Context: an optimization exercise on an open-source flow, tuned for small area, a short achievable clock period and few clock cycles. The choices shown serve that exercise and are no tape-out recipe. Function was checked by simulation only, so behaviour that the tests miss may differ from the original.

Design srsynth_voice, start of the top module:
module srsynth_voice (
    input  wire        clk,
    input  wire        rst,
    input  wire        cmd_valid,
    output wire        cmd_ready,
    input  wire [1:0]  cmd_op,
    input  wire [31:0] cmd_a,
    input  wire [31:0] cmd_b,
    input  wire        cmd_env,
    output reg         done,
    output reg  [31:0] sample_rate,
    output reg  [31:0] attack_s,
    output reg  [31:0] release_s,
    output reg         env_en,
    output reg  [7:0]  active,
    output reg  [31:0] freq,
    output reg  [31:0] peak,
    output reg  [31:0] inc,
    output reg  [31:0] slope
);
For scale: roughly 0.039 mm² of cells after synthesis.
clock: 22.0 ns
lec_check: 0
cap_margin: 40
core_margin: 2
core_utilization: 35
slew_margin: 20
synth_memory_max_bits: 8192
standard.sh (not shown) runs the stock make flow with config.mk's settings and CLKGATE_MAP_FILE= SYNTH_SCRIPT=/design/flow/synth_recipe.tcl, a recipe that flattens the netlist after the stock synthesis.
==> flow/flow/run.sh <==
#!/bin/bash
set -e
export SETUP_SLACK_MARGIN=15
bash standard.sh > standard.log 2>&1
The baseline finished clean.
Testbench counts at the start, summed over its fixed seeds: cycles 21,558.
Next try:
==> flow/run.sh (new file) <==
#!/bin/bash
# synth_recipe.tcl (not shown) runs the flow's synth.tcl, then flattens the netlist and writes it again
# the make line also repeats each setting of config.mk as NAME=value (left out here)
make -C /OpenROAD-flow-scripts/flow DESIGN_CONFIG=/design/flow/config.mk WORK_HOME=/design/flow/orfs CLKGATE_MAP_FILE= SYNTH_SCRIPT=/design/flow/synth_recipe.tcl finish
removed: flow/flow/run.sh
removed: flow/standard.sh
Outcome:
- routed wire length fell by 6.3%
- die area is unchanged
- core utilization fell by 4.5 points
- synthesized cell count is unchanged
- cell count is lower by 3.6%
- register-to-register slack is worse by 1800 ps
- final area decreases by about 10%
- non-clock buffer count went down by 250
Next try:
==> flow/flow/run.sh (new file) <==
#!/bin/bash
set -e
export SETUP_SLACK_MARGIN=14
bash standard.sh > standard.log 2>&1
==> flow/standard.sh (new file) <==
#!/bin/bash
# synth_recipe.tcl (not shown) runs the flow's synth.tcl, then flattens the netlist and writes it again
# the make line also repeats each setting of config.mk as NAME=value (left out here)
make -C /OpenROAD-flow-scripts/flow DESIGN_CONFIG=/design/flow/config.mk WORK_HOME=/design/flow/orfs CLKGATE_MAP_FILE= SYNTH_SCRIPT=/design/flow/synth_recipe.tcl "${@:-finish}"
removed: flow/run.sh
Effect: Sequential cell count is unchanged. Cell count rose slightly. Worst hold slack degrades by 18 ps. Worst setup slack gets better by 1400 ps.

* * *

srsynth_voice again, from the RTL that the note above started with.
==> flow/config.mk <==
export PLATFORM = sky130hd
export DESIGN_NAME = srsynth_voice
export DESIGN_NICKNAME = srsynth_voice
export VERILOG_FILES = /design/flow/design.v
export SDC_FILE = /design/flow/constraint.sdc
export NUM_CORES = 4
export LEC_CHECK = 0
export CAP_MARGIN = 10
export CORE_MARGIN = 2
export CORE_UTILIZATION = 35
export CTS_BUF_LIST = sky130_fd_sc_hd__clkbuf_4 sky130_fd_sc_hd__clkbuf_8
export SLEW_MARGIN = 10
export SYNTH_MEMORY_MAX_BITS = 8192
==> flow/constraint.sdc <==
create_clock -name core_clock -period 22.0 [get_ports {clk}]
set_input_delay 4.4000 -clock core_clock [delete_from_list [all_inputs] [get_ports {clk}]]
set_output_delay 4.4000 -clock core_clock [all_outputs]
set_load 0.01 [all_outputs]
==> flow/flow/run.sh <==
#!/bin/bash
set -e
export SETUP_SLACK_MARGIN=15
bash standard.sh > standard.log 2>&1
The baseline produced a clean layout.
Testbench counts at the start, summed over its fixed seeds: cycles 21,558.
Then changed:
==> flow/flow/run.sh (replaced) <==
#!/bin/bash
set -e
export SETUP_SLACK_MARGIN=14.5
bash standard.sh > standard.log 2>&1
- CAP_MARGIN: 10 -> 40
- CTS_BUF_LIST: sky130_fd_sc_hd__clkbuf_4 sky130_fd_sc_hd__clkbuf_8 -> unset
- SLEW_MARGIN: 10 -> 20
Design area went down by 4.6%.
Setup slack degrades by 0.21 ns.
Core utilization falls by 2.1 points.
Via count came out lower by 2.6%.

[separate check: timing with driven ports]
Ports are ideal in the flow. The routed layouts listed here were re-timed in OpenROAD. Step 1 assumes that a clkbuf_16 drives the clock port and a buf_2 every other input. Step 2 also shifts input and output timing later by t, the mid clock arrival at the registers, as if the neighbouring blocks saw the same clock. Three values: no drivers, after step 1, after step 2; two values: the first two.
run | shift t [ns] | setup slack, ns | worst setup path after step 2
the first run of note 1 | 0.698 | 14.683 / 14.614 / 13.916 | input to register
the second run of note 1 | 0.683 | 12.793 / 12.843 / 12.159 | input to register
the third run of note 1 | 0.690 | 14.181 / 14.215 / 13.544 | input to register
the first run of note 2 | 0.777 | 14.764 / 14.680 / 13.903 | input to register
the second run of note 2 | 0.696 | 14.552 / 14.415 / 13.720 | input to register
After both steps setup and hold are still met in every run listed. For the first run of note 2, which loses most, drivers alone change the setup slack by -0.084 ns; drivers and shift together by -0.861 ns.
